From an optimization exercise on the open Yosys and OpenROAD flow, aimed at small area, a short achievable clock period and few clock cycles; shortcuts taken in it are not production practice.
At most, simulation tests tie the RTL to the original design; equivalence was not proved.
Power is estimated from default activity; no workload was simulated.

## xcc_fifo128
module xcc_fifo128 (
    input  wire        clk,
    input  wire        rst,
    input  wire        p_cmd_valid,
    input  wire [15:0] p_cmd,
    input  wire [31:0] p_mdata,
    output reg         p_rsp_valid,
    output reg  [15:0] p_rsp,
    input  wire        c_cmd_valid,
    input  wire [15:0] c_cmd,
    output reg         c_rsp_valid,
    output reg  [15:0] c_rsp
);
Size: about 100 I/O pins.
clock: 7.0 ns
lec_check: 0
cap_margin: 5
core_margin: 2
core_utilization: 55
cts_buf_list: sky130_fd_sc_hd__clkbuf_8
setup_slack_margin: 4.3
slew_margin: 5
synth_hierarchical: 1
synth_minimum_keep_size: 0
tns_end_percent: 5
standard.sh (not shown) runs the stock make flow with config.mk's settings and CLKGATE_MAP_FILE= SYNTH_SCRIPT=/design/flow/synth_recipe.tcl, a recipe that flattens the netlist after the stock synthesis.
==> flow/flow/run.sh <==
#!/bin/bash
# The standard layout (the standard.sh, standard synthesis included),
# with the port buffers that buffer_ports inserts made buf_4 cells instead
# of the weakest buffer it picks by default. Every port still gets its own
# buffer. make's full output goes to standard_flow.log here; ORFS's own
# per-step logs are under orfs/logs.
set -euo pipefail
export BUFFER_PORTS_ARGS="-buffer_cell sky130_fd_sc_hd__buf_4"
bash standard.sh "BUFFER_PORTS_ARGS=-buffer_cell sky130_fd_sc_hd__buf_4" finish > standard_flow.log 2>&1
==> next run, changes <==
--- a/flow/design.v
+++ b/flow/design.v
@@ -308,26 +308,26 @@
     wire [127:0] r_sel = 128'd1 << r_pa;
     wire [7:0]   r_grp [0:15];
     genvar gi;
     generate
         for (gi = 0; gi < 16; gi = gi + 1) begin : g_grp
             xcc_fifo128_ao8 u_ao (
                 .d0(mem[8*gi]),   .d1(mem[8*gi+1]), .d2(mem[8*gi+2]), .d3(mem[8*gi+3]),
                 .d4(mem[8*gi+4]), .d5(mem[8*gi+5]), .d6(mem[8*gi+6]), .d7(mem[8*gi+7]),
                 .s(r_sel[8*gi +: 8]), .y(r_grp[gi]));
         end
     endgenerate
-    wire [127:0] r_grps = {r_grp[15], r_grp[14], r_grp[13], r_grp[12],
-                           r_grp[11], r_grp[10], r_grp[9],  r_grp[8],
-                           r_grp[7],  r_grp[6],  r_grp[5],  r_grp[4],
-                           r_grp[3],  r_grp[2],  r_grp[1],  r_grp[0]};
+    wire [7:0] r_mem = r_grp[0]  | r_grp[1]  | r_grp[2]  | r_grp[3]  |
+                       r_grp[4]  | r_grp[5]  | r_grp[6]  | r_grp[7]  |
+                       r_grp[8]  | r_grp[9]  | r_grp[10] | r_grp[11] |
+                       r_grp[12] | r_grp[13] | r_grp[14] | r_grp[15];
     wire       r_fwd   = w_en && (w_addr == r_pa);
     wire       r_hit   = r_pvalid && (c_arg[6:0] == r_pidx);
     wire       r_done  = r_wait && r_ready;
     wire [7:0] c_rbin_arg = c_rbin + c_arg;
     wire c_take = c_cmd_valid && !r_wait;
     wire c_try  = c_take && c_ok_t;
     wire c_peek = c_take && c_ok_p;
     wire c_rel  = c_take && c_ok_r;
     wire c_open = c_try && (e_start || c_avail != 8'd0);
     wire [7:0] c_tavail = e_start ? c_avail_e : c_avail;
     wire c_mem = (r_wait || (c_is_p && !c_illegal)) && !r_fwd;
@@ -342,26 +342,24 @@
             default: c_rdata = c_status_data;
         endcase
         if (c_illegal) begin
             c_rdata = {4'd0, c_cause};
             c_rst   = ST_ILLEGAL;
         end
         if (r_wait) begin
             c_rdata = w_data;
             c_rst   = ST_OK;
         end
     end
-    wire [7:0] c_byte;
-    xcc_fifo128_rsel u_rsel (.g(r_grps), .sel(c_mem), .alt(c_rdata), .y(c_byte));
     always @(posedge clk) begin
-        c_rsp <= {c_byte, 5'b00000, c_rst};
+        c_rsp <= {c_mem ? r_mem : c_rdata, 5'b00000, c_rst};
     end
     always @(posedge clk) begin
         if (!c_err) begin
             c_ecause <= c_cause;
             c_ecmd   <= c_cmd;
         end
     end
     always @(posedge clk) begin
         if (r_done || (c_peek && r_hit)) begin
             r_pa   <= r_pa + 7'd1;
             r_pidx <= r_pidx + 7'd1;
@@ -411,23 +409,11 @@
         end
     end
 endmodule
 module xcc_fifo128_ao8 (
     input  wire [7:0] d0, d1, d2, d3, d4, d5, d6, d7,
     input  wire [7:0] s,
     output wire [7:0] y
 );
     assign y = (d0 & {8{s[0]}}) | (d1 & {8{s[1]}}) | (d2 & {8{s[2]}}) | (d3 & {8{s[3]}}) |
                (d4 & {8{s[4]}}) | (d5 & {8{s[5]}}) | (d6 & {8{s[6]}}) | (d7 & {8{s[7]}});
 endmodule
-module xcc_fifo128_rsel (
-    input  wire [127:0] g,
-    input  wire         sel,
-    input  wire [7:0]   alt,
-    output wire [7:0]   y
-);
-    wire [7:0] o = g[7:0]     | g[15:8]    | g[23:16]   | g[31:24]   |
-                   g[39:32]   | g[47:40]   | g[55:48]   | g[63:56]   |
-                   g[71:64]   | g[79:72]   | g[87:80]   | g[95:88]   |
-                   g[103:96]  | g[111:104] | g[119:112] | g[127:120];
-    assign y = sel ? o : alt;
-endmodule
=>
- The new run produced a clean layout
- routed wire length increases by a few percent
- total power rises slightly
- clock-buffer cell count went down by 2
- design area rose slightly
- die area increases slightly
- global-route usage is higher by 0.66 points
- sequential cell count stays the same
- worst hold slack hardly moves
- final cell count went up slightly
- via count climbs by a few percent
- sequential power hardly moves
- core utilization barely changes
- synthesized cell count goes up by a few percent
Testbench counts after the change, summed over its fixed seeds: cycles 6,942.
Only the layout flow was run in the first run of this note; the RTL was not checked for function there.

---

## P
xcc_fifo128, a different RTL version from the one above (not shown whole).
For scale: roughly 1400 flip-flops, roughly 100 I/O pins.
// xcc_fifo128
module xcc_fifo128 (
    input  wire        clk,
    input  wire        rst,
    input  wire        p_cmd_valid,
    input  wire [15:0] p_cmd,
    input  wire [31:0] p_mdata,
    output reg         p_rsp_valid,
    output reg  [15:0] p_rsp,
    input  wire        c_cmd_valid,
    input  wire [15:0] c_cmd,
    output reg         c_rsp_valid,
    output reg  [15:0] c_rsp
);
==> flow/config.mk <==
export PLATFORM = sky130hd
export DESIGN_NAME = xcc_fifo128
export DESIGN_NICKNAME = xcc_fifo128
export VERILOG_FILES = /design/flow/design.v
export SDC_FILE = /design/flow/constraint.sdc
export NUM_CORES = 4
export LEC_CHECK = 0
export CAP_MARGIN = 20
export CORE_MARGIN = 2
export CORE_UTILIZATION = 40
export CTS_BUF_LIST = sky130_fd_sc_hd__clkbuf_8
export SETUP_SLACK_MARGIN = 4.3
export SLEW_MARGIN = 20
export SYNTH_HIERARCHICAL = 1
export SYNTH_MINIMUM_KEEP_SIZE = 0
export TNS_END_PERCENT = 5
==> flow/constraint.sdc <==
create_clock -name core_clock -period 7.0 [get_ports {clk}]
set_input_delay 1.4000 -clock core_clock [delete_from_list [all_inputs] [get_ports {clk}]]
set_output_delay 1.4000 -clock core_clock [all_outputs]
set_load 0.01 [all_outputs]
Scripts as last shown in full above: flow/flow/run.sh
Testbench counts of P, summed over its fixed seeds: cycles 6,942.
Input changes introduced in Q (baseline for comparison: P):
--- a/flow/design.v
+++ b/flow/design.v
@@ -40,41 +40,41 @@
     reg         p_err;
     reg  [3:0]  p_ecause;
     reg  [15:0] p_ecmd;
     reg  [7:0]  p_fr;            
     reg  [7:0]  p_rel;           
     reg  [15:0] m_code;
     reg  [31:0] m_rot0, m_rot1, m_rot2;
     reg  [31:0] m_trans0, m_trans1, m_trans2;
     reg  [6:0]  m_vld;           
     reg         e_busy;
     reg  [4:0]  e_rem;           
-    reg  [7:0]  e_free;          
     reg  [7:0]  c_rbin;
     reg         c_vopen;
     reg  [7:0]  c_vlen;
     reg         c_err;
     reg  [3:0]  c_ecause;
     reg  [15:0] c_ecmd;
     reg  [6:0]  r_pa;
     reg  [6:0]  r_pidx;
     reg         r_pvalid;
     reg         r_wait;          
     reg         r_ready;         
     wire       p_room    = (p_fr >= 8'd30);
     wire [7:0] p_fr_rel  = p_fr + p_rel;
     wire [7:0] p_wadd    = p_gopen ? p_glen : 8'd30;
     wire [7:0] p_wbin_add = p_wbin + p_wadd;
     wire [7:0] p_fr_sub  = p_fr_rel - p_wadd;
     wire [7:0] c_avail   = p_wbin - c_rbin;
     wire [7:0] c_avail_e = c_avail + 8'd30;
+    wire [7:0] e_free_now = (p_fr > 8'd98) ? 8'd128 : p_fr + 8'd30;
     reg [7:0] fb_raw;
     reg       fb_vld;
     always @(*) begin
         fb_vld = 1'b1;
         case (e_rem)
             5'd29: fb_raw = 8'hAA;
             5'd28: begin fb_raw = m_code[7:0];     fb_vld = m_vld[0]; end
             5'd27: begin fb_raw = m_code[15:8];    fb_vld = m_vld[0]; end
             5'd26: begin fb_raw = m_rot0[7:0];     fb_vld = m_vld[1]; end
             5'd25: begin fb_raw = m_rot0[15:8];    fb_vld = m_vld[1]; end
             5'd24: begin fb_raw = m_rot0[23:16];   fb_vld = m_vld[1]; end
@@ -173,23 +173,23 @@
             4'h3:    p_rdata = p_glen;
             4'h4:    p_rdata = p_gcnt;
             4'h8:    p_rdata = p_arg;
             4'h9:    begin p_rdata = p_fr; p_rst = ST_FULL; end
             default: p_rdata = p_status_data;
         endcase
         if (p_illegal) begin
             p_rdata = {4'd0, p_cause};
             p_rst   = ST_ILLEGAL;
         end
         if (e_busy) begin
-            p_rdata = e_free;
+            p_rdata = e_free_now;
             p_rst   = ST_OK;
         end
     end
     always @(posedge clk) begin
         p_rsp <= {p_rdata, 5'b00000, p_rst};
     end
     always @(posedge clk) begin
         if (p_ld) begin
             case (p_arg[2:0])
                 3'd0: m_code   <= p_mdata[15:0];
                 3'd1: m_rot0   <= p_mdata;
@@ -242,23 +242,22 @@
             if (p_cmt) begin
                 p_wbin  <= p_wbin_add;
                 p_fr    <= p_fr_sub;
             end
             if (p_emit && !p_room)
                 m_vld   <= 7'd0;
             if (e_start) begin
                 p_wbin  <= p_wbin_add;
                 p_fr    <= p_fr_sub;
                 e_busy  <= 1'b1;
                 e_rem   <= FRAME_LAST;
-                e_free  <= p_fr;
             end
             if (e_busy) begin
                 e_rem   <= e_rem - 5'd1;
                 if (e_last) begin
                     e_busy <= 1'b0;
                     m_vld  <= 7'd0;
                 end
             end
         end
     end
     always @(posedge clk) begin
Results
Routed wirelength normalized by instance count was higher in P than in Q.
Of P and Q, the higher part of the Yosys area used for sequential elements belongs to P.
Compared with P, in Q power after layout now sits lower, clock buffer instance count of the final layout now sits lower, routed wire length now sits lower, post-synthesis instance area now sits at about the same level, switching power share of the total now sits higher.
Comparing P with Q, the adder and majority cell fraction of the synthesized area came out essentially unchanged.
Q reports its slowest library cell on the worst path as sky130_fd_sc_hd__edfxtp_1 while P reports sky130_fd_sc_hd__nor4_4.
NOTE number of cells produced by synthesis P->Q increased slightly
Testbench counts of Q, summed over its fixed seeds: cycles 6,942.

==> re-timing with driven ports <==
In the flow no input, the clock included, has a driving cell. The finished layouts below were timed again as built, in two steps.
Step 1, drivers: a clkbuf_16 drives clk and a buf_2 each remaining input, both assumed.
Step 2 adds t to the input delays and takes it off the output delays; t is the mean of the earliest and latest rising clock arrival at the registers after step 1. Input paths then give back, and output paths get back, about the clock's delay inside the block.
Three values: no drivers, after step 1, after step 2; two values: the first two.
run | t (ns) | setup slack, ns | worst setup path after step 2 | pins driven straight from the clock port
the first run of note 1 | 0.933 | 3.892 / 3.924 / 2.991 | input to register | 1
the second run of note 1 | 0.978 | 3.864 / 3.864 / 3.035 | input to register | 1
P | 0.990 | 3.846 / 3.846 / 3.077 | input to register | 1
Q | 0.986 | 3.954 / 3.954 / 3.124 | input to register | 1
After both steps setup and hold are still met in every run listed. For the first run of note 1, which loses most, drivers alone change the setup slack by +0.032 ns; drivers and shift together by -0.901 ns.
